What follows belongs to an exercise in optimizing a design on an open flow for a short achievable clock period and few clock cycles; a production flow would make more cautious choices. RTL that was checked went through simulation tests only; none was proved equivalent to the original. Only the layout flow was run in runs 3 to 7; the RTL was not checked for function there. Power and IR drop assume default switching activity.

==> flow/design.v <==
module rmap (
    input             clk,
    input             rst,
    input             cmd_valid,
    output            cmd_ready,
    input      [31:0] cmd_word,
    input      [31:0] cmd_data,
    output            rsp_valid,
    input             rsp_ready,
    output reg [3:0]  rsp_status,
    output     [31:0] rsp_rdata,
    output reg [1:0]  rsp_ebank,
    output reg [6:0]  rsp_eaddr,
    output reg [7:0]  rsp_esel,
    output reg [31:0] rsp_estatus,
    output            bus_req_valid,
    input             bus_req_ready,
    output            bus_req_write,
    output     [6:0]  bus_req_addr,
    output     [7:0]  bus_req_sel,
    output     [15:0] bus_req_wdata,
    input             bus_rsp_valid,
    input      [15:0] bus_rsp_rdata,
    input      [31:0] bus_rsp_status
);
    localparam [3:0] ST_OK          = 4'd0;
    localparam [3:0] ST_TRANSPORT   = 4'd1;
    localparam [3:0] ST_INVALID_SEL = 4'd2;
    localparam [3:0] ST_UNSUPPORTED = 4'd3;
    localparam [3:0] ST_INVALID_CMD = 4'd5;
    function [15:0] nswap(input [15:0] w);
        nswap = {w[11:8], w[15:12], w[3:0], w[7:4]};
    endfunction
    reg st_idle, st_req, st_out, st_rsp;     
    reg out_nl;              
    reg out_l;               
    reg        c_raw;        
    reg        c_mask;       
    reg        c_mux;        
    reg        c_set;        
    reg        c_gm;         
    reg        c_gp;         
    reg        c_blast;      
    reg [7:0]  c_idx;        
    reg [3:0]  c_f1h;        
    reg [15:0] c_psel;       
    reg        c_pol;        
    reg [15:0] c_rfw;        
    reg [31:0] hm;           
    reg        q_b, q_wr;
    reg [1:0]  q_k;
    reg [7:0]  q_sel;
    reg        cur_b, cur_last;
    reg [1:0]  cur_k;
    reg [7:0]  cur_sel;
    reg [15:0] w_pass;       
    reg [15:0] w_fix;        
    reg        e_rw;         
    reg [3:0]  e_gl;         
    reg [3:0]  e_gh;         
    reg [31:0] racc;         
    wire [3:0] op   = cmd_word[3:0];
    wire [3:0] feat = cmd_word[7:4];
    wire [1:0] bank = cmd_word[9:8];
    wire [7:0] idx  = cmd_word[23:16];
    wire [1:0] f    = feat[1:0];
    wire d_rw     = (op == 4'h1);
    wire d_ww     = (op == 4'h2);
    wire d_raw    = d_rw || d_ww;
    wire d_bankop = (op >= 4'h1) && (op <= 4'h6);
    wire d_muxm   = (op == 4'h9) || (op == 4'hA);
    wire d_mask   = (op == 4'h3) || (op == 4'h4) || d_muxm;
    wire d_lport  = (op == 4'h5) || (op == 4'h6);
    wire d_mport  = (op == 4'hB) || (op == 4'hC);
    wire d_port   = d_lport || d_mport;
    wire d_set    = (op == 4'h4) || (op == 4'h6) || (op == 4'hA) || (op == 4'hC);
    wire d_pol    = (f != 2'd0);
    wire bad_res  = (op == 4'h0) || (op == 4'h7) || (op == 4'h8) || (op >= 4'hD) ||
                    (cmd_word[15:10] != 6'd0) || (cmd_word[31:25] != 7'd0);
    wire bad_bank = d_bankop && (bank != 2'd1) && (bank != 2'd2);
    wire bad_feat = (d_mask || d_port) && (feat[3:2] != 2'd0);
    wire bad_port = (d_lport && (idx[7:4] != 4'd0)) || (d_mport && (idx[7:5] != 3'd0));
    wire bad_wr   = d_set && (f != 2'd0) && (f != 2'd3);
    wire d_legal  = !(bad_res || bad_bank || bad_feat || bad_port || bad_wr);
    wire [3:0] d_code = bad_res ? ST_INVALID_CMD :
                        (bad_bank || bad_feat || bad_port) ? ST_INVALID_SEL : ST_UNSUPPORTED;
    wire       d_b     = d_bankop ? bank[1] : (d_muxm ? 1'b0 : idx[4]);
    wire [1:0] d_k     = d_port ? idx[3:2] : 2'd0;
    wire [7:0] d_sel   = d_raw ? idx : {6'b000100, d_k};
    wire       d_blast = d_bankop ? bank[1] : (d_muxm ? 1'b1 : idx[4]);
    wire [15:0] d_rf   = d_mask ? (16'h1111 << f) : (16'd1 << {idx[1:0], f});
    wire cmd_acc   = st_idle && cmd_valid;
    wire acc_ok    = cmd_acc && d_legal;
    wire acc_bad   = cmd_acc && !d_legal;
    wire rsp_ok    = bus_rsp_valid && !bus_rsp_status[31];
    wire live_req  = out_nl && rsp_ok;
    wire live_rsp  = out_l && rsp_ok;
    wire err       = st_out && bus_rsp_valid && bus_rsp_status[31];
    wire gp_done   = st_out && cur_last && c_gp && rsp_ok;
    wire mid_read  = st_out && rsp_ok && !cur_last;
    assign bus_req_valid = st_req || live_req;
    assign rsp_valid     = st_rsp || live_rsp;
    wire   take      = bus_req_valid && bus_req_ready;
    wire   rsp_taken = rsp_valid && rsp_ready;
    wire ns_idle = (st_idle && !cmd_valid) || rsp_taken;
    wire ns_req  = acc_ok || (bus_req_valid && !bus_req_ready);
    wire ns_out  = take || (st_out && !bus_rsp_valid);
    wire ns_rsp  = acc_bad || err || gp_done || (rsp_valid && !rsp_ready);
    function is_last(input b, input [1:0] k, input wr, input set, input mask, input blast);
        is_last = (!set || wr) && (!mask || (k == 2'd3 && b == blast));
    endfunction
    wire q_last  = is_last(q_b, q_k, q_wr, c_set, c_mask, c_blast);
    wire nl_next = take ? q_last : cur_last;
    reg       n_b, n_wr;
    reg [1:0] n_k;
    always @(*) begin
        n_b = q_b; n_k = q_k; n_wr = 1'b0;
        if (c_set && !q_wr) begin
            n_wr = 1'b1;
        end else if (q_k == 2'd3) begin
            n_b = 1'b1; n_k = 2'd0;
        end else begin
            n_k = q_k + 2'd1;
        end
    end
    wire [7:0] n_sel = c_raw ? c_idx : {6'b000100, n_k};
    wire [15:0] L = nswap(bus_rsp_rdata);
    wire [3:0] new4;
    genvar g;
    generate
        for (g = 0; g < 4; g = g + 1) begin : g_new4
            assign new4[g] = (c_f1h[0] &  L[4*g])   | (c_f1h[1] & ~L[4*g+1]) |
                             (c_f1h[2] & ~L[4*g+2]) | (c_f1h[3] & ~L[4*g+3]);
        end
    endgenerate
    wire pbit = (|(c_psel & L)) ^ c_pol;
    assign bus_req_wdata = (w_pass & bus_rsp_rdata) | w_fix;
    wire [3:0] gl_live;
    generate
        for (g = 0; g < 4; g = g + 1) begin : g_gl
            assign gl_live[g] = (e_gl[0] &  L[4*g])   | (e_gl[1] & ~L[4*g+1]) |
                                (e_gl[2] & ~L[4*g+2]) | (e_gl[3] & ~L[4*g+3]);
        end
    endgenerate
    wire [3:0] gh_live;
    generate
        for (g = 0; g < 4; g = g + 1) begin : g_gh
            assign gh_live[g] = (e_gh[0] &  L[4*g])   | (e_gh[1] & ~L[4*g+1]) |
                                (e_gh[2] & ~L[4*g+2]) | (e_gh[3] & ~L[4*g+3]);
        end
    endgenerate
    assign rsp_rdata = racc | {gh_live, 12'd0, gl_live, 12'd0} | {16'd0, {16{e_rw}} & L};
    wire [31:0] hm_next = cmd_acc ? ((d_mask ? (d_muxm ? cmd_data : {16'd0, cmd_data[15:0]})
                                             : {32{cmd_word[24]}}) ^ {32{d_pol}}) :
                          (take && q_wr && c_mask) ? {4'd0, hm[31:4]} : hm;
    always @(posedge clk) begin
        if (rst) begin
            st_idle <= 1'b1;
            st_req  <= 1'b0;
            st_out  <= 1'b0;
            st_rsp  <= 1'b0;
            out_nl  <= 1'b0;
            out_l   <= 1'b0;
        end else begin
            st_idle <= ns_idle;
            st_req  <= ns_req;
            st_out  <= ns_out;
            st_rsp  <= ns_rsp;
            out_nl  <= ns_out && !nl_next;
            out_l   <= ns_out && nl_next && !c_gp;
        end
    end
    always @(posedge clk) begin
        if (cmd_acc) begin
            c_raw   <= d_raw;
            c_mask  <= d_mask;
            c_mux   <= d_muxm;
            c_set   <= d_set;
            c_gm    <= (op == 4'h3) || (op == 4'h9);
            c_gp    <= (op == 4'h5) || (op == 4'hB);
            c_blast <= d_blast;
            c_idx   <= idx;
            c_f1h   <= 4'b0001 << f;
            c_psel  <= 16'd1 << {idx[1:0], f};
            c_pol   <= d_pol;
            c_rfw   <= nswap(d_rf);
        end
        hm <= hm_next;
    end
    always @(posedge clk) begin
        if (take) begin
            cur_b    <= q_b;
            cur_k    <= q_k;
            cur_sel  <= q_sel;
            cur_last <= q_last;
            q_b      <= n_b;
            q_k      <= n_k;
            q_wr     <= n_wr;
            q_sel    <= n_sel;
        end else if (cmd_acc) begin
            q_b      <= d_b;
            q_k      <= d_k;
            q_wr     <= d_ww;
            q_sel    <= d_sel;
        end
        w_pass <= ns_out ? ~c_rfw : 16'd0;
        if (ns_req)
            w_fix <= st_req  ? w_fix :
                     st_idle ? nswap(cmd_data[15:0]) : bus_req_wdata;
        else
            w_fix <= c_rfw & nswap({{4{hm_next[3]}}, {4{hm_next[2]}}, {4{hm_next[1]}}, {4{hm_next[0]}}});
    end
    always @(posedge clk) begin
        if (ns_rsp) begin
            e_rw <= 1'b0;
            e_gl <= 4'd0;
            e_gh <= 4'd0;
        end else if (cmd_acc) begin
            e_rw <= d_rw;
            e_gl <= ((op == 4'h3) ? 4'b0001 : 4'b0000) << f;
            e_gh <= ((op == 4'h9) ? 4'b0001 : 4'b0000) << f;
        end
        if (cmd_acc)
            racc <= 32'd0;
        else if (mid_read && c_gm)
            racc[{c_mux & cur_b, cur_k, 2'b00} +: 4] <= new4;
        else if (st_out && ns_rsp)
            racc <= rsp_rdata | {31'd0, c_gp & pbit};
        if (acc_bad)
            rsp_status <= d_code;
        else if (err)
            rsp_status <= ST_TRANSPORT;
        else if (!(st_rsp && !rsp_ready))
            rsp_status <= ST_OK;
        if (err) begin
            rsp_ebank   <= cur_b ? 2'd2 : 2'd1;
            rsp_eaddr   <= {5'b11000, cur_b, 1'b0};
            rsp_esel    <= cur_sel;
            rsp_estatus <= bus_rsp_status;
        end
    end
    assign cmd_ready     = st_idle;
    assign bus_req_write = q_wr;
    assign bus_req_addr  = {5'b11000, q_b, 1'b0};
    assign bus_req_sel   = q_sel;
endmodule
==> flow/flow/run.sh <==
#!/bin/bash
# Standard layout (the standard.sh), with the port buffers made of
# sky130_fd_sc_hd__buf_8 cells, and timing repair free to change cell footprints.
export BUFFER_PORTS_ARGS="-buffer_cell sky130_fd_sc_hd__buf_8"
bash standard.sh MATCH_CELL_FOOTPRINT=0 finish > standard_run.log 2>&1
==> flow/standard.sh <==
#!/bin/bash
# synth_recipe.tcl (not shown) runs the flow's synth.tcl, then flattens the netlist and writes it again
# the make line also repeats each setting of config.mk as NAME=value (left out here)
make -C /OpenROAD-flow-scripts/flow DESIGN_CONFIG=/design/flow/config.mk WORK_HOME=/design/flow/orfs CLKGATE_MAP_FILE= SYNTH_SCRIPT=/design/flow/synth_recipe.tcl "${@:-finish}"
==> flow/config.mk <==
export PLATFORM = sky130hd
export DESIGN_NAME = rmap
export DESIGN_NICKNAME = rmap
export VERILOG_FILES = /design/flow/design.v
export SDC_FILE = /design/flow/constraint.sdc
export NUM_CORES = 4
export LEC_CHECK = 0
export CAP_MARGIN = 20
export CORE_MARGIN = 2
export CORE_UTILIZATION = 40
export PLACE_DENSITY = 0.6
export SETUP_SLACK_MARGIN = 3
export SLEW_MARGIN = 20
==> flow/constraint.sdc <==
create_clock -name core_clock -period 6.0 [get_ports {clk}]
set_input_delay 1.2000 -clock core_clock [delete_from_list [all_inputs] [get_ports {clk}]]
set_output_delay 1.2000 -clock core_clock [all_outputs]
set_load 0.01 [all_outputs]
==> metrics.csv, run 1 <==
metric;value;unit
crit_path_start;bus_rsp_rdata[10];
grt_first_pass_wirelength;48.6;mm
outcome;timing/DRC/antenna clean;
p_per_area;246;nW/um^2
cellLeakagePower;6.19;nW
maxCapViolations;0;
drtPass1Iterations;5;
die_h;168;microns
grt_setup_unrepaired;true;
crit_slowest_cell;a222oi_1;
critPathTopFamily;buffers and inverters;
fin_crit_sh;53.7;%
worst_ep_arrival_time;2.02;ns
layout.nets;1329;
drcViolationCount;0;
drv_slew;0;
relSlewSlack;39.0;%
grt_pass1_vias;8396;
routed_via_density;5.50;
met3WireLength;1.96;mm
diodes;0;
synth-seq-area-share;58.2;%
worstPathCellList;buf_8 -> inv_2 -> a222oi_1 -> nand2_1 -> buf_8;
cts_tree;built;
drtIter0Drc;779;
final_cell_mix;buf_8 (216), edfxtp_1 (164), nor2_1 (102), nand2_1 (99), dfxtp_1 (67);
dr_wl_met2;15.3;mm
clkLatencyLatePin;0.53;ns
ys_async_sr_fraction;0;%
endpoint;rsp_rdata[31];
rr_worst_depth;9;
dp_hpwl;22.5;mm
routed_wl;31.5;mm
yosysTopAreaCell;edfxtp_1;
fin_area;15400;sq um
setup_viol_count_final;0;
route.vias.total;8602;
drive_gt1_share;28.1;%
port_buffers;224;
antenna_left;0;
cts_buffer_depth;3;
critPathRequiredTime;4.80;ns
cts.sink_count;232;
crit_type;in -> out;
postLayoutSetupSlackWorst;2.78;ns
numCtsBuffers;25;
critPathLaunchType;input port;
synth_ff_type;edfxtp_1;
synth_warnings;1;
start_util;40.4;%
cts_htree_levels;1;
synth.cell_area;10800;sq um
synth_edf_count;164;
die-area;28300;sq um
synth_area_leaders;edfxtp_1 (46%), dfxtp_1 (13%), nor2_1 (3.7%);
fmax;310;MHz
grt_max_degree;64;
nFillCells;2235;
grtUsageTotal;21.9;%
skew;0.0208;ns
clk_pin_slew_worst_paths;0.06;ns
synthCells;989;
r2r-start;cur_k[0]$_DFFE_PP_;
worst_path_largest_cell_delay;0.31;ns
path_common_cell;buf_8;
r2r_slack;3.18;ns
fin_setup_tns;0;ns
gp_congestion;0.836;
worst_slew_pin_slew;0.914;ns
cp_num_buf_inv;3;
postSynthAreaPerCell;10.9;sq um
yosysTopAreaCellShare;45.6;%
rows;60;
areaGrowthSynthToFinish;42.8;%
ir_drop;0.000177;V
root_buffer;clkbuf_16;
dp_slack;2.12;ns
fp.dieW;168;microns
cp_max_fo;4;
cp_num_cells;5;
hold_viol_final;0;
stdcell_count;1563;
wl_met1;13.4;mm
ctsHoldBuffers;0;
placed_cell_area;14300;sq um
ys_types;69;
routedWlPerCell;20.2;microns
r2r-end;racc[31]$_SDFFE_PP0P_;
coreArea;26700;sq um
io_pins;238;
dp_cells;1496;
grt-ovfl-total;0;
synth_seq_cells;232;
final_common_cell;buf_8;
crit_path_end_kind;output pin;
hold_class;reg -> reg;
finalCriticalPeriod;3.22;ns
antenna_found_initial;0;
route.top_layer_used;met4;
==> cells in the mapped netlist (3+ instances only) <==
cell type  count
a211oi_1       5
a21o_1        30
a21oi_1       69
a221o_1       16
a221oi_1      17
a222oi_1       4
a22o_1         5
a22oi_1       26
a31oi_1        3
and2_1         5
and3_1         7
buf_1          7
buf_2         11
buf_4         29
clkbuf_1      30
dfxtp_1       68
edfxtp_1     164
ha_1           8
inv_1         34
inv_2          3
mux2i_1       39
nand2_1      103
nand2b_1       7
nand3_1       18
nand4_1        5
nor2_1       107
nor2b_1        7
nor3_1        19
nor3b_1        4
nor4_1         5
o2111ai_1     11
o21ai_0        8
o21ai_1       27
o22ai_1        7
o31ai_1        4
or3_1          5
xnor2_1       30
xor2_1         5
==> layer usage <==
| layer | track usage [%] | vias up |
|---|---|---|
| li1 | - | 4047 |
| met1 | 29.4 | 4187 |
| met2 | 36.8 | 312 |
| met3 | 3.78 | 56 |
| met4 | 6.18 | 0 |
| met5 | 0 | - |
==> layout make-up <==
| class | count | area [sq um] | area share (%) |
|---|---|---|---|
| clock buffers | 35 | 683 | 4.43 |
| clock inverters | 11 | 85.1 | 0.551 |
| inverters | 37 | 159 | 1.03 |
| multi-input cells | 652 | 4150 | 26.9 |
| flip-flops and latches | 232 | 6290 | 40.7 |
| well taps | 341 | 427 | 2.76 |
| repair buffers | 255 | 3640 | 23.6 |
==> logic make-up (layout without fill, tap and decap cells) <==
group                    Yosys count  after routing  share of synthesized area (%)
buffers and inverters            116            338                           5.30
other                              2             13                         0.0695
multiplexers                      40             40                           3.72
XOR/XNOR                          35             35                           2.84
AND/OR/NAND/NOR                  305            305                           12.7
flip-flops                       232            232                           58.2
adder cells (fa/ha/maj)            9              9                           1.03
AO/OA/AOI/OAI                    250            250                           16.1
==> metrics by stage <==
stage / power [mW] / hold WS, ns / util, %
5_1_grt: 3.95 / 0.434 / 57.7
3_5_place_dp: 2.35 / 0.407 / 53.6
4_1_cts: 3.82 / 0.420 / 57.2
3_3_place_gp: 2.35 / 0.401 / 53.6
2_1_floorplan: 2.08 / 0.400 / -
6_report: 3.80 / 0.419 / 57.7
==> registers in the layout (all words and copies together), names as in the netlist, 3 cells and up <==
name	flops
e_gl	4
cur_sel	8
racc	32
q_sel	8
c_f1h	4
c_idx	8
rsp_estatus	32
c_psel	16
w_pass	16
rsp_esel	8
c_rfw	16
w_fix	16
e_gh	4
rsp_status	3
hm	32
==> power by group <==
group / switching, mW / leakage, nW / internal [mW] / total [mW]
logic: 0.259 / 3.66 / 0.268 / 0.527
registers: 0.0274 / 2.16 / 1.79 / 1.82
clock network: 0.623 / 0.371 / 0.838 / 1.46
==> worst min-delay path by stage <==
stage | startpoint | end | slack [ns] | depth (start not counted)
after global placement | cur_sel[2]$_DFFE_PP_ | rsp_esel[2]$_DFFE_PP_ | 0.40 | 0
after detailed placement | cur_sel[1]$_DFFE_PP_ | rsp_esel[1]$_DFFE_PP_ | 0.41 | 0
after CTS | cur_sel[1]$_DFFE_PP_ | rsp_esel[1]$_DFFE_PP_ | 0.42 | 0
after global routing | cur_sel[2]$_DFFE_PP_ | rsp_esel[2]$_DFFE_PP_ | 0.43 | 0
final | cur_sel[1]$_DFFE_PP_ | rsp_esel[1]$_DFFE_PP_ | 0.42 | 0
after floorplan | cur_sel[0]$_DFFE_PP_ | rsp_esel[0]$_DFFE_PP_ | 0.40 | 0
==> timing repair <==
| action | CTS | global route |
|---|---|---|
| setup endpoints to repair | 77 | 91 |
| pin swaps | 15 | 9 |
| endpoints found under the hold margin | 0 | 0 |
| gates resized for setup | 34 | 21 |
| setup buffers | 14 | 7 |
Testbench counts, summed over its fixed seeds: cycles 30,326.
==> run 2: changes to the inputs <==
==> flow/flow/run.sh (replaced) <==
#!/bin/bash
# Standard layout (the standard.sh), with the port buffers made of
# sky130_fd_sc_hd__buf_8 cells instead of the default delay-buffer cells.
export BUFFER_PORTS_ARGS="-buffer_cell sky130_fd_sc_hd__buf_8"
bash standard.sh > standard_run.log 2>&1
==> metrics.csv, run 2 <==
metric;value;unit;change
finalCriticalPeriod;3.22;ns;-0.00206 ns
io_pins;238;;unchanged
dp_hpwl;22.4;mm;-0.28%
crit_path_end_kind;output pin;;
setup_viol_count_final;0;;unchanged
hold_class;reg -> reg;;
synth_area_leaders;edfxtp_1 (46%), dfxtp_1 (13%), nor2_1 (3.7%);;
ys_types;69;;unchanged
synth_seq_cells;232;;unchanged
cellLeakagePower;6.27;nW;+1.3%
antenna_found_initial;0;;unchanged
critPathLaunchType;input port;;
relSlewSlack;36.8;%;-2.2 points
critPathTopFamily;compound AO/OA/AOI/OAI gates;;
reg_top3;hm x32, racc x32, rsp_estatus x32;;
port_buffers;224;;unchanged
layout.nets;1335;;+0.45%
clkLatencyLatePin;0.53;ns;about the same
areaGrowthSynthToFinish;43.9;%;
coreArea;26700;sq um;unchanged
antenna_left;0;;unchanged
seqPwrFrac;46.1;%;-1.6 points
grt_first_pass_wirelength;48.5;mm;-0.16%
start_util;40.4;%;unchanged
min_from;cur_sel[5]$_DFFE_PP_;;
synthCells;989;;unchanged
p_comb_share;13.4;%;-0.5 points
drcViolationCount;0;;unchanged
gp_congestion;0.824;;-1.4%
crit_slowest_cell;a221o_1;;
grt_setup_unrepaired;true;;
internal_power;3.01;mW;+4.1%
fp.dieW;168;microns;unchanged
p_sw;0.928;mW;+2.0%
routedWlPerCell;20.3;microns;+0.67%
cts_htree_levels;1;;unchanged
p_per_area;253;nW/um^2;+2.8%
hold_viol_final;0;;unchanged
grtUsageTotal;22.0;%;+0.035 points
r2r-start;cur_k[0]$_DFFE_PP_;;
synth.cell_area;10800;sq um;unchanged
crit_type;in -> out;;
nFillCells;2223;;-0.54%
die-area;28300;sq um;unchanged
yosysTopAreaCellShare;45.6;%;unchanged
worst_path_largest_cell_delay;0.35;ns;+0.04 ns
ir_drop;0.000158;V;-11%
critPathRequiredTime;4.80;ns;about the same
fin_crit_sh;53.7;%;about the same
numCtsBuffers;27;;+8.0%
route.vias.total;8597;;-0.058%
drtIter0Drc;818;;+5.0%
yosysTopAreaCell;edfxtp_1;;
worst_ep_arrival_time;2.02;ns;about the same
grt_pass1_vias;8389;;-0.083%
holdWs;0.425;ns;+0.00564 ns
die_h;168;microns;unchanged
worstPathCellList;buf_12 -> a21oi_2 -> o211ai_1 -> a221o_1 -> buf_8;;
cp_max_fo;4;;unchanged
ys_async_sr_fraction;0;%;unchanged
rows;60;;unchanged
routed_wl;31.9;mm;+1.1%
fmax;311;MHz;about the same
cts.sink_count;232;;unchanged
synth-seq-area-share;58.2;%;unchanged
clock_power_share;40.5;%;+2.1 points
skew;0.0163;ns;-0.00447 ns
outcome;timing/DRC/antenna clean;;
synth_warnings;1;;unchanged
grt_max_degree;62;;-3.1%
routed_via_density;5.48;;-0.50%
fin_setup_tns;0;ns;unchanged
drv_slew;0;;unchanged
drive_gt1_share;28.2;%;+0.084 points
final_common_cell;buf_8;;
grt-ovfl-total;0;;unchanged
root_buffer;clkbuf_16;;
cts_tree;built;;
cp_num_buf_inv;2;;-1
synth_edf_count;164;;unchanged
cts_buffer_depth;3;;unchanged
crit_path_start;bus_rsp_rdata[8];;
synth_ff_type;edfxtp_1;;
worst_slew_pin_slew;0.947;ns;+0.0327 ns
diodes;0;;unchanged
postSynthAreaPerCell;10.9;sq um;unchanged
synth.most_common_cell;edfxtp_1;;
clk_pin_slew_worst_paths;0.06;ns;about the same
sw_frac_of_total;23.5;%;-0.36 points
drtPass1Iterations;5;;unchanged
final_cell_mix;buf_8 (217), edfxtp_1 (164), nor2_1 (101), nand2_1 (100), dfxtp_1 (67);;
yosys-top-cells-count;edfxtp_1 (164), nor2_1 (107), nand2_1 (103), a21oi_1 (69), dfxtp_1 (68);;
ctsHoldBuffers;0;;unchanged
maxCapViolations;0;;unchanged
[run 2: cell counts after synthesis]
No cell type changed its count.
[run 2: cells by family (layout without fill, tap and decap cells)]
| group | count (synthesis) | in the layout | share of synthesized area [%] |
|---|---|---|---|
| flip-flops | 232 | 232 | 58.2 |
| multiplexers | 40 | 40 | 3.72 |
| XOR/XNOR | 35 | 35 | 2.84 |
| other | 2 | 13 | 0.0695 |
| AO/OA/AOI/OAI | 250 | 250 | 16.1 |
| adder cells (fa/ha/maj) | 9 | 9 | 1.03 |
| buffers and inverters | 116 | 345 | 5.30 |
| AND/OR/NAND/NOR | 305 | 305 | 12.7 |
[run 2: layout make-up]
class,instances,area (sq um),share of cell area (%)
Tap cell,341,427,2.75
Clock inverter,7,88.8,0.572
Inverter,37,154,0.990
Multi-Input combinational cell,652,4140,26.7
Timing Repair Buffer,259,3680,23.7
Sequential cell,232,6290,40.5
Clock buffer,42,762,4.90
[run 2: worst paths after layout]
path	end	cells after the start	slack [ns]
min reg2reg	rsp_esel[5]$_DFFE_PP_	0	0.42
max reg2reg	racc[31]$_SDFFE_PP0P_	9	3.19
min	rsp_esel[5]$_DFFE_PP_	0	0.42
max	rsp_rdata[15]	5	2.78
[run 2: power by group through the flow]
stage	clock network [mW]	registers, mW	logic [mW]
2_1_floorplan	0	1.84	0.239
5_1_grt	1.68	1.82	0.567
3_5_place_dp	0	1.85	0.503
4_1_cts	1.62	1.82	0.519
3_3_place_gp	0	1.85	0.500
6_report	1.59	1.82	0.529
[run 2: per-layer routing]
metal,global-route usage [%],routed length (microns),vias up
met5,0,0,-
met4,4.95,537,0
met3,3.24,1740,49
met2,38.3,15900,284
met1,29.1,13700,4210
li1,-,-,4054
[run 2: repair_timing]
| action | in CTS | in global routing |
|---|---|---|
| endpoints found under the setup margin | 72 | 77 |
| gates cloned | 0 | 0 |
| pin swaps | 15 | 4 |
| resized for setup | 36 | 19 |
| buffers inserted | 14 | 11 |
[run 2: through the flow]
step                instances  power [mW]  setup slack (ns)  util, %  cell area [sq um]
finish                   1570        3.94              2.78     58.2              15500
global route             1570        4.07              2.74     58.2              15500
CTS                      1559        3.96              2.79     57.5              15400
detailed placement       1496        2.35              2.27     53.5              14300
global placement         1496        2.35              2.32     53.5              14300
floorplan                1000        2.08              3.00        -              10900
==> run 3: changes to the inputs <==
--- a/flow/design.v
+++ b/flow/design.v
@@ -41,8 +41,9 @@
     reg        c_gm;         
     reg        c_gp;         
+    reg        c_rw;         
+    reg        c_get;        
     reg        c_blast;      
     reg [7:0]  c_idx;        
     reg [3:0]  c_f1h;        
-    reg [15:0] c_psel;       
     reg        c_pol;        
     reg [15:0] c_rfw;        
@@ -56,7 +57,5 @@
     reg [15:0] w_pass;       
     reg [15:0] w_fix;        
-    reg        e_rw;         
-    reg [3:0]  e_gl;         
-    reg [3:0]  e_gh;         
+    reg [1:0]  c_slot;       
     reg [31:0] racc;         
     wire [3:0] op   = cmd_word[3:0];
@@ -97,6 +96,5 @@
     wire live_rsp  = out_l && rsp_ok;
     wire err       = st_out && bus_rsp_valid && bus_rsp_status[31];
-    wire gp_done   = st_out && cur_last && c_gp && rsp_ok;
-    wire mid_read  = st_out && rsp_ok && !cur_last;
+    wire get_done  = st_out && cur_last && c_get && rsp_ok;
     assign bus_req_valid = st_req || live_req;
     assign rsp_valid     = st_rsp || live_rsp;
@@ -106,5 +104,5 @@
     wire ns_req  = acc_ok || (bus_req_valid && !bus_req_ready);
     wire ns_out  = take || (st_out && !bus_rsp_valid);
-    wire ns_rsp  = acc_bad || err || gp_done || (rsp_valid && !rsp_ready);
+    wire ns_rsp  = acc_bad || err || get_done || (rsp_valid && !rsp_ready);
     function is_last(input b, input [1:0] k, input wr, input set, input mask, input blast);
         is_last = (!set || wr) && (!mask || (k == 2'd3 && b == blast));
@@ -134,21 +132,6 @@
         end
     endgenerate
-    wire pbit = (|(c_psel & L)) ^ c_pol;
     assign bus_req_wdata = (w_pass & bus_rsp_rdata) | w_fix;
-    wire [3:0] gl_live;
-    generate
-        for (g = 0; g < 4; g = g + 1) begin : g_gl
-            assign gl_live[g] = (e_gl[0] &  L[4*g])   | (e_gl[1] & ~L[4*g+1]) |
-                                (e_gl[2] & ~L[4*g+2]) | (e_gl[3] & ~L[4*g+3]);
-        end
-    endgenerate
-    wire [3:0] gh_live;
-    generate
-        for (g = 0; g < 4; g = g + 1) begin : g_gh
-            assign gh_live[g] = (e_gh[0] &  L[4*g])   | (e_gh[1] & ~L[4*g+1]) |
-                                (e_gh[2] & ~L[4*g+2]) | (e_gh[3] & ~L[4*g+3]);
-        end
-    endgenerate
-    assign rsp_rdata = racc | {gh_live, 12'd0, gl_live, 12'd0} | {16'd0, {16{e_rw}} & L};
+    assign rsp_rdata = racc;
     wire [31:0] hm_next = cmd_acc ? ((d_mask ? (d_muxm ? cmd_data : {16'd0, cmd_data[15:0]})
                                              : {32{cmd_word[24]}}) ^ {32{d_pol}}) :
@@ -168,5 +151,5 @@
             st_rsp  <= ns_rsp;
             out_nl  <= ns_out && !nl_next;
-            out_l   <= ns_out && nl_next && !c_gp;
+            out_l   <= ns_out && nl_next && !c_get;
         end
     end
@@ -179,9 +162,10 @@
             c_gm    <= (op == 4'h3) || (op == 4'h9);
             c_gp    <= (op == 4'h5) || (op == 4'hB);
+            c_rw    <= d_rw;
+            c_slot  <= idx[1:0];
+            c_get   <= d_rw || (op == 4'h3) || (op == 4'h9) || (op == 4'h5) || (op == 4'hB);
             c_blast <= d_blast;
             c_idx   <= idx;
             c_f1h   <= 4'b0001 << f;
-            c_psel  <= 16'd1 << {idx[1:0], f};
-            c_pol   <= d_pol;
             c_rfw   <= nswap(d_rf);
         end
@@ -207,24 +191,20 @@
         if (ns_req)
             w_fix <= st_req  ? w_fix :
-                     st_idle ? nswap(cmd_data[15:0]) : bus_req_wdata;
+                     st_idle ? nswap(cmd_data[15:0]) :
+                     (w_fix & ~w_pass) | (bus_rsp_rdata & w_pass);
         else
             w_fix <= c_rfw & nswap({{4{hm_next[3]}}, {4{hm_next[2]}}, {4{hm_next[1]}}, {4{hm_next[0]}}});
     end
     always @(posedge clk) begin
-        if (ns_rsp) begin
-            e_rw <= 1'b0;
-            e_gl <= 4'd0;
-            e_gh <= 4'd0;
-        end else if (cmd_acc) begin
-            e_rw <= d_rw;
-            e_gl <= ((op == 4'h3) ? 4'b0001 : 4'b0000) << f;
-            e_gh <= ((op == 4'h9) ? 4'b0001 : 4'b0000) << f;
-        end
         if (cmd_acc)
             racc <= 32'd0;
-        else if (mid_read && c_gm)
-            racc[{c_mux & cur_b, cur_k, 2'b00} +: 4] <= new4;
-        else if (st_out && ns_rsp)
-            racc <= rsp_rdata | {31'd0, c_gp & pbit};
+        else if (st_out && rsp_ok) begin
+            if (c_rw)
+                racc <= {16'd0, L};
+            else if (c_gp)
+                racc <= {31'd0, new4[c_slot]};
+            else if (c_gm)
+                racc[{c_mux & cur_b, cur_k, 2'b00} +: 4] <= new4;
+        end
         if (acc_bad)
             rsp_status <= d_code;
==> metrics.csv, run 3 <==
metric;value;unit;change
outcome;timing/DRC/antenna clean;;
cts_htree_levels;1;;unchanged
critPathRequiredTime;4.80;ns;about the same
skew;0.0130;ns;-0.00330 ns
ys_async_sr_fraction;0;%;unchanged
grtUsageTotal;21.1;%;-0.86 points
worst_slew_pin_slew;1.06;ns;+0.110 ns
crit_path_end_kind;output pin;;
routed_via_density;5.18;;-5.4%
synth_warnings;1;;unchanged
fmax;335;MHz;+8.0%
met3WireLength;1.83;mm;+4.8%
synth-seq-area-share;58.0;%;-0.16 points
yosysTopAreaCell;edfxtp_1;;
ir_drop;0.000135;V;-15%
clkLatencyLatePin;0.52;ns;about the same
grt_max_degree;63;;+1.6%
grt-ovfl-total;0;;unchanged
placed_cell_area;13300;sq um;-7.2%
dp_cells;1416;;-5.3%
gp_congestion;0.783;;-5.0%
fin_crit_sh;49.7;%;-4.0 points
route.vias.total;7586;;-12%
synth_ff_type;edfxtp_1;;
worst_ep_arrival_time;1.78;ns;-0.24 ns
drv_slew;0;;unchanged
postSynthAreaPerCell;10.7;sq um;-2.0%
hold_viol_final;0;;unchanged
synth_area_leaders;edfxtp_1 (46%), dfxtp_1 (12%), nor2_1 (4.9%);;
cellLeakagePower;5.47;nW;-13%
drive_gt1_share;27.8;%;-0.37 points
antenna_found_initial;0;;unchanged
coreArea;24100;sq um;-9.8%
ys_types;69;;unchanged
synthCells;910;;-8.0%
p_per_area;248;nW/um^2;-2.1%
numCtsBuffers;24;;-11%
nFillCells;2064;;-7.2%
synth_seq_cells;208;;-10%
io_pins;238;;unchanged
dr_wl_met2;12.5;mm;-21%
fp.dieW;160;microns;-4.9%
crit_path_start;bus_rsp_valid;;
yosys-top-cells-count;edfxtp_1 (149), nor2_1 (126), nand2_1 (84), dfxtp_1 (59), a21oi_1 (58);;
clk_pin_slew_worst_paths;0.06;ns;about the same
cts_tree;built;;
critPathLaunchType;input port;;
internal_power;2.67;mW;-11%
layout.nets;1249;;-6.4%
ctsHoldBuffers;0;;unchanged
yosysTopAreaCellShare;45.9;%;+0.32 points
synth.cell_area;9750;sq um;-9.8%
seqPwrFrac;46.6;%;+0.5 points
routedWlPerCell;18.7;microns;-7.9%
sw_frac_of_total;23.7;%;+0.20 points
r2r-start;st_req$_SDFF_PP0_;;
finalCriticalPeriod;2.98;ns;-0.238 ns
min_from;cur_sel[5]$_DFFE_PP_;;
antenna_left;0;;unchanged
drtIter0Drc;507;;-38%
drcViolationCount;0;;unchanged
final_common_cell;buf_8;;
die-area;25600;sq um;-9.6%
setup_viol_count_final;0;;unchanged
areaGrowthSynthToFinish;44.8;%;
grt_setup_unrepaired;false;;
grt_first_pass_wirelength;42.7;mm;-12%
die_h;160;microns;-4.9%
start_util;40.4;%;about the same
final_cell_mix;buf_8 (224), edfxtp_1 (149), nor2_1 (125), nand2_1 (83), dfxtp_1 (58);;
routed_wl;27.4;mm;-14%
drtPass1Iterations;6;;+1
diodes;0;;unchanged
cts_buffer_depth;3;;unchanged
cp_max_fo;4;;unchanged
relSlewSlack;29.5;%;-7.3 points
p_comb_share;13.5;%;about the same
reg_top3;hm x32, racc x32, rsp_estatus x32;;
grt_pass1_vias;7342;;-12%
fin_setup_tns;0;ns;unchanged
port_buffers;224;;unchanged
stdcell_count;1465;;-6.7%
synth_edf_count;149;;-9.1%
synth.most_common_cell;edfxtp_1;;
clock_power_share;39.9;%;-0.6 points
cts.sink_count;208;;-10%
wl_met1;12.7;mm;-7.7%
rows;57;;-5.0%
dp_hpwl;19.9;mm;-11%
maxCapViolations;0;;unchanged
hold_class;reg -> reg;;
route.top_layer_used;met4;;
p_sw;0.832;mW;-10%
root_buffer;clkbuf_16;;
fin_area;14100;sq um;-9.2%
crit_type;in -> out;;
## run 3: changes by cell type in the layout (fill, tap and decap cells not counted), moves of 13 or more
cell / delta
nand2_1: -17
mux2i_1: -13
nand3_1: +35
edfxtp_1: -15
nand2b_1: +22
buf_4: -13
nor2_1: +24
a221o_1: -13
o21ai_0: +25
a21o_1: -25
## run 3: timing repair
| item | CTS | global route |
|---|---|---|
| resized for setup | 2 | 6 |
| pin swaps | 2 | 2 |
| setup buffers | 2 | 3 |
| gates cloned | 0 | 0 |
| setup endpoints to repair | 3 | 6 |
## run 3: layout make-up
| cell class | instances | area [sq um] | area share, % |
|---|---|---|---|
| clock buffers | 30 | 654 | 4.64 |
| clock inverters | 14 | 100 | 0.709 |
| inverters | 28 | 108 | 0.763 |
| multi-input cells | 618 | 3680 | 26.1 |
| flip-flops and latches | 208 | 5660 | 40.1 |
| well taps | 324 | 405 | 2.87 |
| repair buffers | 243 | 3510 | 24.8 |
## run 3: final timing paths
path	slack, ns	cells after the start	endpoint
hold / removal	0.42	0	rsp_esel[5]$_DFFE_PP_
setup reg to reg	3.29	7	flop
setup / recovery	3.02	6	bus_req_valid
hold reg to reg	0.42	0	rsp_esel[5]$_DFFE_PP_
## run 3: logic make-up (layout without fill, tap and decap cells)
group,Yosys count,after routing,synth area share (%)
DFF,208,208,58.0
other,2,13,0.0771
xor gates and xnor gates,32,32,2.88
buffers and inverters,95,315,5.17
adders and majority gates,9,9,1.14
and+or+nand+nor,342,342,16.5
AOI/OAI and AO/OA,191,191,12.8
muxes,31,31,3.36
## run 3: critical path, stage by stage
cell and delay (ns):
buf_8 0.10, inv_4 0.07, nor2_4 0.04, a21oi_2 0.17
inv_2 0.07, buf_8 0.13
## run 3: per-layer routing
| layer | track usage, % | up-vias |
|---|---|---|
| met4 | 4.67 | 0 |
| met3 | 4.34 | 29 |
| met2 | 32.8 | 248 |
| li1 | - | 3682 |
| met5 | 0 | - |
| met1 | 30.6 | 3627 |
## run 3: per-stage QoR
step | hold slack, ns | utilization [%] | power (mW) | setup WS, ns
finish | 0.418 | 58.5 | 3.50 | 3.02
global route | 0.433 | 58.5 | 3.63 | 2.98
CTS | 0.418 | 58.3 | 3.53 | 3.00
detailed placement | 0.405 | 55.1 | 2.13 | 2.38
global placement | 0.402 | 55.1 | 2.13 | 2.47
floorplan | 0.400 | - | 1.88 | 3.06
## run 3: power by group through the flow
stage | combinational [mW] | clock, mW | sequential [mW]
after floorplan | 0.229 | 0 | 1.65
after CTS | 0.474 | 1.42 | 1.63
final | 0.473 | 1.40 | 1.63
after detailed placement | 0.471 | 0 | 1.66
after global placement | 0.468 | 0 | 1.66
after global routing | 0.510 | 1.48 | 1.64
==> run 4: changes to the inputs <==
--- a/flow/design.v
+++ b/flow/design.v
@@ -46,5 +46,4 @@
     reg [7:0]  c_idx;        
     reg [3:0]  c_f1h;        
-    reg        c_pol;        
     reg [15:0] c_rfw;        
     reg [31:0] hm;           
--- a/flow/config.mk
+++ b/flow/config.mk
@@ -6,4 +6,5 @@
 export NUM_CORES = 4
 export LEC_CHECK = 0
+export ABC_CLOCK_PERIOD_IN_PS = 300
 export CAP_MARGIN = 20
 export CORE_MARGIN = 2
==> metrics.csv, run 4 <==
metric;value;unit;change
route.vias.total;7586;;unchanged
cts_tree;built;;
final_cell_mix;buf_8 (224), edfxtp_1 (149), nor2_1 (125), nand2_1 (83), dfxtp_1 (58);;
cts.sink_count;208;;unchanged
synth.cell_area;9750;sq um;unchanged
ctsHoldBuffers;0;;unchanged
power;3.50;mW;unchanged
fp.dieW;160;microns;unchanged
maxCapViolations;0;;unchanged
drv_slew;0;;unchanged
antenna_found_initial;0;;unchanged
coreArea;24100;sq um;unchanged
diodes;0;;unchanged
drtPass1Iterations;6;;unchanged
grtUsageMet3;4.34;%;unchanged
io_pins;238;;unchanged
drtIter0Drc;507;;unchanged
final_util;58.5;%;unchanged
holdWs;0.418;ns;unchanged
cts_buffer_depth;3;;unchanged
yosysTopAreaCell;edfxtp_1;;
finalCriticalPeriod;2.98;ns;unchanged
setup_viol_count_final;0;;unchanged
ys_async_sr_fraction;0;%;unchanged
relSlewSlack;29.5;%;unchanged
ir_drop;0.000135;V;unchanged
numCtsBuffers;24;;unchanged
areaGrowthSynthToFinish;44.8;%;unchanged
drive_gt1_share;27.8;%;unchanged
grt_max_degree;63;;unchanged
synth-seq-area-share;58.0;%;unchanged
rows;57;;unchanged
fmax;335;MHz;unchanged
root_buffer;clkbuf_16;;
ys_types;69;;unchanged
met1_usage;30.6;%;unchanged
grt_pass1_vias;7342;;unchanged
hold_class;reg -> reg;;
skew;0.0130;ns;unchanged
start_util;40.4;%;unchanged
met2_usage;32.8;%;unchanged
yosysTopAreaCellShare;45.9;%;unchanged
die-area;25600;sq um;unchanged
die_h;160;microns;unchanged
crit_type;in -> out;;
routedWlPerCell;18.7;microns;unchanged
critPathLaunchType;input port;;
antenna_left;0;;unchanged
p_per_area;248;nW/um^2;unchanged
hold_viol_final;0;;unchanged
synth_area_leaders;edfxtp_1 (46%), dfxtp_1 (12%), nor2_1 (4.9%);;
synthCells;910;;unchanged
fin_crit_sh;49.7;%;unchanged
synth_seq_cells;208;;unchanged
synth_edf_count;149;;unchanged
gp_congestion;0.783;;unchanged
grt-ovfl-total;0;;unchanged
dp_slack;2.38;ns;unchanged
clkLatencyLatePin;0.52;ns;about the same
fin_setup_tns;0;ns;unchanged
synth_ff_type;edfxtp_1;;
layout.nets;1249;;unchanged
clk_pin_slew_worst_paths;0.06;ns;about the same
routed_via_density;5.18;;unchanged
routed_wl;27.4;mm;unchanged
nFillCells;2064;;unchanged
outcome;timing/DRC/antenna clean;;
synth_warnings;1;;unchanged
worst_slew_pin_slew;1.06;ns;unchanged
yosys-top-cells-count;edfxtp_1 (149), nor2_1 (126), nand2_1 (84), dfxtp_1 (59), a21oi_1 (58);;
grt.busiest_layer;met2;;
postLayoutSetupSlackWorst;3.02;ns;unchanged
cts_htree_levels;1;;unchanged
worst_ep_arrival_time;1.78;ns;about the same
cellLeakagePower;5.47;nW;unchanged
reg_top3;hm x32, racc x32, rsp_estatus x32;;
grt_setup_unrepaired;false;;
critPathRequiredTime;4.80;ns;about the same
port_buffers;224;;unchanged
final_common_cell;buf_8;;
dp_hpwl;19.9;mm;unchanged
postSynthAreaPerCell;10.7;sq um;unchanged
grtUsageTotal;21.1;%;unchanged
cp_max_fo;4;;unchanged
synth.most_common_cell;edfxtp_1;;
grt_first_pass_wirelength;42.7;mm;unchanged
crit_path_end_kind;output pin;;
drcViolationCount;0;;unchanged
run 4: cells by family (layout without fill, tap and decap cells):
logic type	count (synthesis)	count (layout)	share of synthesized area, %
simple gates	342	342	16.5
flops	208	208	58.0
compound gates	191	191	12.8
buf+inv	95	315	5.17
xor+xnor	32	32	2.88
mux	31	31	3.36
fa+ha+maj	9	9	1.14
other cells	2	13	0.0771
run 4: final cells by class:
cell class | count | area [sq um] | share of cell area, %
Clock inverter | 14 | 100 | 0.709
Multi-Input combinational cell | 618 | 3680 | 26.1
Inverter | 28 | 108 | 0.763
Tap cell | 324 | 405 | 2.87
Sequential cell | 208 | 5660 | 40.1
Clock buffer | 30 | 654 | 4.64
Timing Repair Buffer | 243 | 3510 | 24.8
run 4: stage by stage:
stage / std cells / area, sq um
2_1_floorplan: 921 / 9790
3_3_place_gp: 1416 / 13300
3_5_place_dp: 1416 / 13300
4_1_cts: 1462 / 14100
5_1_grt: 1465 / 14100
6_report: 1465 / 14100
run 4: final timing paths:
kind                            depth (start not counted)  slack [ns]            startpoint               endpoint
worst min-delay path                                    0        0.42  cur_sel[5]$_DFFE_PP_  rsp_esel[5]$_DFFE_PP_
worst max register to register                          7        3.29     st_req$_SDFF_PP0_                   flop
worst min register to register                          0        0.42  cur_sel[5]$_DFFE_PP_  rsp_esel[5]$_DFFE_PP_
worst max-delay path                                    6        3.02         bus_rsp_valid          bus_req_valid
run 4: what timing repair did:
action,CTS,global route
pin swaps,2,2
buffers inserted,2,3
endpoints found under the setup margin,3,6
resized for setup,2,6
run 4: where the power goes:
part	total (mW)	switching, mW	internal (mW)	leakage, nW
Combinational	0.473	0.226	0.247	3.16
Clock	1.40	0.581	0.817	0.373
Sequential	1.63	0.0256	1.61	1.93
Total	3.50	0.832	2.67	5.47
run 4: per-layer routing:
metal  wire, microns  part of all wire, %
met4             418                  1.5
met2           12500                   46
met3            1830                  6.7
met1           12700                   46
met5               0                    0
run 4: worst max-delay path: stages:
cell     delay, ns
buf_8         0.10
inv_4         0.07
nor2_4        0.04
a21oi_2       0.17
inv_2         0.07
buf_8         0.13
==> run 5: changes to the inputs <==
--- a/flow/design.v
+++ b/flow/design.v
@@ -92,16 +92,18 @@
     wire acc_bad   = cmd_acc && !d_legal;
     wire rsp_ok    = bus_rsp_valid && !bus_rsp_status[31];
-    wire live_req  = out_nl && rsp_ok;
-    wire live_rsp  = out_l && rsp_ok;
+    wire live_req  = st_out && !cur_last && rsp_ok;
+    wire live_rsp  = st_out && cur_last && !c_get && rsp_ok;
     wire err       = st_out && bus_rsp_valid && bus_rsp_status[31];
     wire get_done  = st_out && cur_last && c_get && rsp_ok;
-    assign bus_req_valid = st_req || live_req;
-    assign rsp_valid     = st_rsp || live_rsp;
-    wire   take      = bus_req_valid && bus_req_ready;
-    wire   rsp_taken = rsp_valid && rsp_ready;
+    assign bus_req_valid = st_req || (out_nl && bus_rsp_valid && !bus_rsp_status[31]);
+    assign rsp_valid     = st_rsp || (out_l && bus_rsp_valid && !bus_rsp_status[31]);
+    wire   req_v     = st_req || live_req;
+    wire   rsp_v     = st_rsp || live_rsp;
+    wire   take      = req_v && bus_req_ready;
+    wire   rsp_taken = rsp_v && rsp_ready;
     wire ns_idle = (st_idle && !cmd_valid) || rsp_taken;
-    wire ns_req  = acc_ok || (bus_req_valid && !bus_req_ready);
+    wire ns_req  = acc_ok || (req_v && !bus_req_ready);
     wire ns_out  = take || (st_out && !bus_rsp_valid);
-    wire ns_rsp  = acc_bad || err || get_done || (rsp_valid && !rsp_ready);
+    wire ns_rsp  = acc_bad || err || get_done || (rsp_v && !rsp_ready);
     function is_last(input b, input [1:0] k, input wr, input set, input mask, input blast);
         is_last = (!set || wr) && (!mask || (k == 2'd3 && b == blast));
--- a/flow/config.mk
+++ b/flow/config.mk
@@ -6,5 +6,4 @@
 export NUM_CORES = 4
 export LEC_CHECK = 0
-export ABC_CLOCK_PERIOD_IN_PS = 300
 export CAP_MARGIN = 20
 export CORE_MARGIN = 2
==> metrics.csv, run 5 <==
metric;value;unit;change
synth_seq_cells;208;;unchanged
drtPass1Iterations;5;;-1
setup_viol_count_final;0;;unchanged
routed_via_density;5.28;;+2.0%
yosysTopAreaCell;edfxtp_1;;
drive_gt1_share;26.3;%;-1.5 points
relSlewSlack;29.0;%;-0.57 points
final_common_cell;buf_8;;
grt-ovfl-total;0;;unchanged
root_buffer;clkbuf_16;;
start_util;40.4;%;-0.052 points
outcome;timing/DRC/antenna clean;;
synth_area_leaders;edfxtp_1 (46%), dfxtp_1 (12%), nor2_1 (5.0%);;
port_buffers;224;;unchanged
critPathLaunchType;input port;;
placed_cell_area;13200;sq um;-0.48%
routed_wl;28.1;mm;+2.7%
ys_types;66;;-4.3%
clk_pin_slew_worst_paths;0.06;ns;about the same
grt_max_degree;66;;+4.8%
layout.nets;1255;;+0.48%
synth_ff_type;edfxtp_1;;
synth_warnings;1;;unchanged
yosys-top-cells-count;edfxtp_1 (149), nor2_1 (129), nand2_1 (83), a21oi_1 (65), dfxtp_1 (59);;
grt_setup_unrepaired;false;;
ys_async_sr_fraction;0;%;unchanged
dp_hpwl;20.3;mm;+1.6%
cts.sink_count;208;;unchanged
cts_htree_levels;1;;unchanged
worst_ep_arrival_time;1.74;ns;-0.04 ns
grt_first_pass_wirelength;43.2;mm;+1.3%
postSynthAreaPerCell;10.5;sq um;-2.2%
antenna_found_initial;0;;unchanged
skew;0.00761;ns;-0.00542 ns
critPathRequiredTime;4.80;ns;about the same
crit_type;in -> out;;
grtUsageTotal;21.5;%;+0.36 points
maxCapViolations;0;;unchanged
nFillCells;2069;;+0.24%
rows;57;;unchanged
fin_area;14000;sq um;-0.50%
drtIter0Drc;671;;+32%
routedWlPerCell;19.1;microns;+2.3%
diodes;0;;unchanged
drv_slew;0;;unchanged
die_h;160;microns;about the same
worst_slew_pin_slew;1.06;ns;+0.00742 ns
synthCells;929;;+2.1%
drcViolationCount;0;;unchanged
reg_top3;hm x32, racc x32, rsp_estatus x32;;
fp.dieW;160;microns;about the same
io_pins;238;;unchanged
antenna_left;0;;unchanged
gp_congestion;0.803;;+2.5%
fin_crit_sh;49.1;%;-0.64 points
hold_class;reg -> reg;;
cellLeakagePower;5.41;nW;-1.1%
fmax;340;MHz;+1.3%
cts_tree;built;;
p_per_area;251;nW/um^2;+1.1%
synth-seq-area-share;58.1;%;+0.075 points
cp_max_fo;4;;unchanged
cts_buffer_depth;3;;unchanged
ctsHoldBuffers;0;;unchanged
coreArea;24100;sq um;unchanged
synth.most_common_cell;edfxtp_1;;
final_cell_mix;buf_8 (224), edfxtp_1 (149), nor2_1 (128), nand2_1 (82), a21oi_1 (64);;
die-area;25600;sq um;-0.12%
hold_viol_final;0;;unchanged
fin_setup_tns;0;ns;unchanged
ir_drop;0.000166;V;+23%
synth.cell_area;9730;sq um;-0.13%
yosysTopAreaCellShare;46.0;%;+0.059 points
grt_pass1_vias;7363;;+0.29%
finalCriticalPeriod;2.94;ns;-0.0382 ns
crit_path_end_kind;output pin;;
areaGrowthSynthToFinish;44.2;%;
route.vias.total;7772;;+2.5%
synth_edf_count;149;;unchanged
clkLatencyLatePin;0.51;ns;about the same
numCtsBuffers;24;;unchanged
## run 5: changes by cell type after synthesis, moves of 4 or more
cell | previous run | this run
a21oi_2 | 5 | 1
a21oi_1 | 58 | 65
inv_1 | 27 | 32
o21ai_0 | 33 | 55
nand2b_1 | 27 | 31
a22o_1 | 16 | 6
o21ai_1 | 15 | 6
## run 5: what timing repair did
| action | CTS | global route |
|---|---|---|
| endpoints found under the setup margin | 19 | 44 |
| pin swaps | 0 | 1 |
| gates cloned | 0 | 1 |
| endpoints found under the hold margin | 0 | 0 |
| gates resized for setup | 1 | 7 |
| buffers inserted | 1 | 0 |
## run 5: worst paths after layout
kind | startpoint | endpoint | slack (ns) | cells past startpoint
setup / recovery | bus_rsp_valid | rsp_valid | 3.06 | 5
hold / removal | cur_sel[4]$_DFFE_PP_ | rsp_esel[4]$_DFFE_PP_ | 0.42 | 0
setup reg to reg | cur_k[0]$_DFFE_PP_ | racc[15]$_SDFFE_PP0P_ | 3.26 | 11
hold reg to reg | cur_sel[4]$_DFFE_PP_ | rsp_esel[4]$_DFFE_PP_ | 0.42 | 0
## run 5: through the flow
stage	utilization, %	hold WS, ns	total power, mW	setup WS, ns	instances
after detailed placement	54.9	0.405	2.16	1.94	1425
after CTS	58.1	0.423	3.55	2.99	1470
after global placement	54.9	0.402	2.15	2.00	1425
final	58.2	0.419	3.52	3.06	1471
after floorplan	-	0.400	1.89	3.01	940
after global routing	58.2	0.427	3.65	3.02	1471
## run 5: layer usage
| metal | share of wire (%) | up-vias | global-route usage, % |
|---|---|---|---|
| met5 | 0 | - | 0 |
| met4 | 1.8 | 0 | 5.32 |
| met3 | 7.2 | 38 | 3.69 |
| met2 | 47 | 300 | 33.8 |
| met1 | 44 | 3723 | 31.0 |
| li1 | - | 3711 | - |
## run 5: cell type report
| cell class | instances | area, sq um | area share [%] |
|---|---|---|---|
| clock buffers | 33 | 706 | 5.03 |
| clock inverters | 11 | 52.6 | 0.374 |
| repair inverters | 1 | 7.51 | 0.0535 |
| inverters | 33 | 131 | 0.936 |
| multi-input cells | 628 | 3640 | 25.9 |
| well taps | 324 | 405 | 2.89 |
| flip-flops and latches | 208 | 5660 | 40.3 |
| repair buffers | 233 | 3440 | 24.5 |
## run 5: cell families after synthesis
family                   Yosys count  synth area share [%]
other                              2                0.0771
XOR/XNOR                          32                  2.88
adder cells (fa/ha/maj)            9                  1.14
AND/OR/NAND/NOR                  349                  16.7
multiplexers                      31                  3.37
AO/OA/AOI/OAI                    194                  12.3
flip-flops                       208                  58.1
buffers and inverters            104                  5.37
## run 5: report_power, final
part	switching, mW	internal, mW	total [mW]
sequential	0.0330	1.61	1.65
combinational	0.232	0.249	0.481
clock	0.579	0.818	1.40
total	0.844	2.68	3.52
## run 5: worst max-delay path, cell delays in order
cell	delay [ns]
buf_8	0.10
inv_2	0.08
nor2_2	0.05
a21o_1	0.19
buf_8	0.13
==> run 6: changes to the inputs <==
--- a/flow/config.mk
+++ b/flow/config.mk
@@ -8,6 +8,6 @@
 export CAP_MARGIN = 20
 export CORE_MARGIN = 2
-export CORE_UTILIZATION = 40
-export PLACE_DENSITY = 0.6
+export CORE_UTILIZATION = 70
+export PLACE_DENSITY = 0.8
 export SETUP_SLACK_MARGIN = 3
 export SLEW_MARGIN = 20
==> metrics.csv, run 6 <==
metric;value;unit;change
synth.cell_area;9730;sq um;unchanged
yosysTopAreaCell;edfxtp_1;;
synth_area_leaders;edfxtp_1 (46%), dfxtp_1 (12%), nor2_1 (5.0%);;
lastStage;3_3_place_gp;;
yosysTopAreaCellShare;46.0;%;unchanged
synthCells;929;;unchanged
synth_xor_area_share;2.88;%;unchanged
synthMuxAreaShare;3.37;%;unchanged
synth-simple-area-share;16.7;%;unchanged
synth_seq_cells;208;;unchanged
ys_types;66;;unchanged
synth_top_family_by_area;simple AND/OR/NAND/NOR gates;;
die_h;122;microns;-24%
rows;43;;-25%
fp.dieW;122;microns;-24%
synth_fa_ha_area_share;1.14;%;unchanged
synth.most_common_cell;edfxtp_1;;
port_buffers;224;;unchanged
postSynthAreaPerCell;10.5;sq um;unchanged
synth-compound-area-share;12.3;%;unchanged
synth-seq-area-share;58.1;%;unchanged
yosys-top-cells-count;edfxtp_1 (149), nor2_1 (129), nand2_1 (83), a21oi_1 (65), dfxtp_1 (59);;
synth_edf_count;149;;unchanged
io_pins;238;;unchanged
ys_async_sr_fraction;0;%;unchanged
outcome;aborted with a tool error;;
synth_warnings;1;;unchanged
synth_ff_type;edfxtp_1;;
start_util;71.0;%;+31 points
error;[ERROR GPL-0301] Utilization 100.943 % exceeds 100%.;;
## run 6: kinds of logic after synthesis
| family | after synthesis |
|---|---|
| and+or+nand+nor | 349 |
| DFF | 208 |
| AOI/OAI and AO/OA | 194 |
| buffers and inverters | 104 |
| xor gates and xnor gates | 32 |
| muxes | 31 |
| adders and majority gates | 9 |
| other | 2 |
==> run 7: changes to the inputs <==
--- a/flow/config.mk
+++ b/flow/config.mk
@@ -8,6 +8,6 @@
 export CAP_MARGIN = 20
 export CORE_MARGIN = 2
-export CORE_UTILIZATION = 70
-export PLACE_DENSITY = 0.8
+export CORE_UTILIZATION = 55
+export PLACE_DENSITY = 0.7
 export SETUP_SLACK_MARGIN = 3
 export SLEW_MARGIN = 20
==> metrics.csv, run 7 <==
metric;value;unit;change
rr_worst_depth;9;;
yosysTopAreaCellShare;46.0;%;unchanged
synth-simple-area-share;16.7;%;unchanged
synth.most_common_cell;edfxtp_1;;
synth-seq-area-share;58.1;%;unchanged
synthCells;929;;unchanged
final_cell_mix;buf_8 (225), edfxtp_1 (149), nor2_1 (128), nand2_1 (82), a21oi_1 (64);;
crit_slowest_cell;a21o_1;;
holdWs;0.414;ns;
rows;48;;+12%
clk_pin_slew_worst_paths;0.06;ns;
antenna_found_initial;0;;
grt_max_degree;68;;
r2r_slack;3.23;ns;
routed_via_density;5.83;;
fin_area;13800;sq um;
synth_fa_ha_area_share;1.14;%;unchanged
hold_viol_final;0;;
skew;0.00737;ns;
routedWlPerCell;19.3;microns;
cp_max_fo;4;;
coreArea;17300;sq um;
relSlewSlack;32.1;%;
drtIter0Drc;825;;
critPathLaunchType;input port;;
die_h;137;microns;+12%
fp.dieW;137;microns;+12%
synth_xor_area_share;2.88;%;unchanged
worst_ep_arrival_time;1.76;ns;
synth_ff_type;edfxtp_1;;
antenna_left;0;;
synthMuxAreaShare;3.37;%;unchanged
dp_slack;1.93;ns;
endpoint;rsp_valid;;
io_pins;238;;unchanged
yosys-top-cells-count;edfxtp_1 (149), nor2_1 (129), nand2_1 (83), a21oi_1 (65), dfxtp_1 (59);;
ir_drop;0.000234;V;
diodes;0;;
synth.cell_area;9730;sq um;unchanged
fin_setup_tns;0;ns;
grtUsageTotal;28.2;%;
reg_top3;hm x32, racc x32, rsp_estatus x32;;
power;3.41;mW;
clkLatencyLatePin;0.50;ns;
maxCapViolations;0;;
numCtsBuffers;22;;
p_per_area;246;nW/um^2;
drtPass1Iterations;5;;
route.vias.total;7982;;
yosysTopAreaCell;edfxtp_1;;
drive_gt1_share;25.5;%;
grt-ovfl-total;0;;
die-area;18800;sq um;
ctsHoldBuffers;0;;
grt_setup_unrepaired;false;;
layout.nets;1254;;
grt_pass1_vias;7384;;
worst_slew_pin_slew;1.02;ns;
fmax;338;MHz;
crit_path_start;bus_rsp_valid;;
finalCriticalPeriod;2.96;ns;
grt_first_pass_wirelength;40.6;mm;
gp_congestion;0.890;;
path_common_cell;buf_8;;
final_common_cell;buf_8;;
routed_wl;26.5;mm;
cts_buffer_depth;3;;
ys_async_sr_fraction;0;%;unchanged
worst_path_largest_cell_delay;0.19;ns;
synth_area_leaders;edfxtp_1 (46%), dfxtp_1 (12%), nor2_1 (5.0%);;
setup_viol_count_final;0;;
cts.sink_count;208;;
root_buffer;clkbuf_16;;
crit_type;in -> out;;
port_buffers;224;;unchanged
synth_seq_cells;208;;unchanged
synth_edf_count;149;;unchanged
critPathRequiredTime;4.80;ns;
hold_class;reg -> reg;;
drv_slew;0;;
areaGrowthSynthToFinish;42.2;%;
cts_tree;built;;
cts_htree_levels;1;;
cellLeakagePower;5.37;nW;
placed_cell_area;13100;sq um;
r2r-start;st_idle$_SDFF_PP1_;;
outcome;timing/DRC/antenna clean;;
dp_hpwl;18.8;mm;
crit_path_end_kind;output pin;;
start_util;56.3;%;-15 points
ys_types;66;;unchanged
postLayoutSetupSlackWorst;3.04;ns;
synth-compound-area-share;12.3;%;unchanged
postSynthAreaPerCell;10.5;sq um;unchanged
fin_crit_sh;49.3;%;
synth_top_family_by_area;simple AND/OR/NAND/NOR gates;;
drcViolationCount;0;;
synth_warnings;1;;unchanged
worstPathCellList;buf_8 -> inv_2 -> nor2_2 -> a21o_1 -> buf_8;;
==> run 7: layout make-up <==
class | count | area, sq um
Tap cell | 225 | 282
Timing Repair inverter | 1 | 5.00
Sequential cell | 208 | 5660
Clock buffer | 35 | 631
Timing Repair Buffer | 233 | 3450
Inverter | 33 | 128
Fill cell | 1068 | 3450
Clock inverter | 5 | 51.3
Multi-Input combinational cell | 629 | 3640
==> run 7: where the power goes <==
group | leakage [nW] | switching, mW | internal (mW) | total, mW
Sequential | 1.92 | 0.0295 | 1.61 | 1.64
Combinational | 3.13 | 0.230 | 0.249 | 0.480
Clock | 0.327 | 0.526 | 0.763 | 1.29
==> run 7: cell families after synthesis <==
family | Yosys count
buf+inv | 104
flops | 208
xor+xnor | 32
compound gates | 194
simple gates | 349
other cells | 2
fa+ha+maj | 9
mux | 31
==> run 7: worst max-delay path, delay by kind of cell <==
family	cells	cell delay [ns]
AOI/OAI and AO/OA	1	0.19
buffers and inverters	3	0.30
and+or+nand+nor	1	0.06
==> run 7: what timing repair did <==
item                       in CTS  in global routing
pin swaps                       1                  0
gates cloned                    2                  0
setup endpoints to repair      42                 17
hold endpoints to repair        0                  0
setup buffers                   0                  2
gates resized for setup         6                  3
==> run 7: worst min-delay path by stage <==
stage | start | cells after the start | to
after global placement | cur_sel[0]$_DFFE_PP_ | 0 | rsp_esel[0]$_DFFE_PP_
after detailed placement | cur_sel[0]$_DFFE_PP_ | 0 | rsp_esel[0]$_DFFE_PP_
after floorplan | cur_sel[0]$_DFFE_PP_ | 0 | rsp_esel[0]$_DFFE_PP_
final | cur_sel[0]$_DFFE_PP_ | 0 | rsp_esel[0]$_DFFE_PP_
after global routing | cur_sel[0]$_DFFE_PP_ | 0 | rsp_esel[0]$_DFFE_PP_
after CTS | cur_sel[0]$_DFFE_PP_ | 0 | rsp_esel[0]$_DFFE_PP_
==> run 7: routing by layer <==
layer  global-route usage (%)  share of wire [%]
met3                     5.78                 11
met1                     37.9                 38
met5                        0                  0
met2                     47.0                 49
met4                     6.64                2.3
==> run 7: stage by stage <==
stage / std cells / utilization [%]
after floorplan: 940 / -
after global placement: 1325 / 75.7
after detailed placement: 1325 / 75.7
after CTS: 1367 / 79.8
after global routing: 1369 / 80.0
final: 1369 / 80.0

port drivers added, routing unchanged:
In the flow no input, the clock included, has a driving cell. The finished layouts below were timed again as built, in two steps.
Step 1, drivers: a clkbuf_16 drives clk and a buf_2 each remaining input, both assumed.
Step 2 times the ports against the registers' clock, not the clock port: input delays grow and output delays shrink by t, the midpoint of the rising clock arrivals with the driver on.
Slacks: ideal ports / drivers / drivers and shift; pairs: ideal ports / drivers.
run	shift t [ns]	setup WS [ns]	worst setup path after step 2	worst slew at a driven data input, ns
run 1	0.566	2.778 / 2.716 / 2.520	input to register	0.08
run 2	0.575	2.780 / 2.688 / 2.554	input to register	0.09
run 3	0.553	3.018 / 2.954 / 2.604	input to register	0.09
run 4	0.553	3.018 / 2.954 / 2.604	input to register	0.09
run 5	0.557	3.056 / 2.996 / 2.618	input to register	0.08
run 7	0.538	3.043 / 2.978 / 2.650	input to register	0.08
After both steps setup and hold are still met in every run listed. For run 5, which loses most, drivers alone change the setup slack by -0.060 ns; drivers and shift together by -0.438 ns.
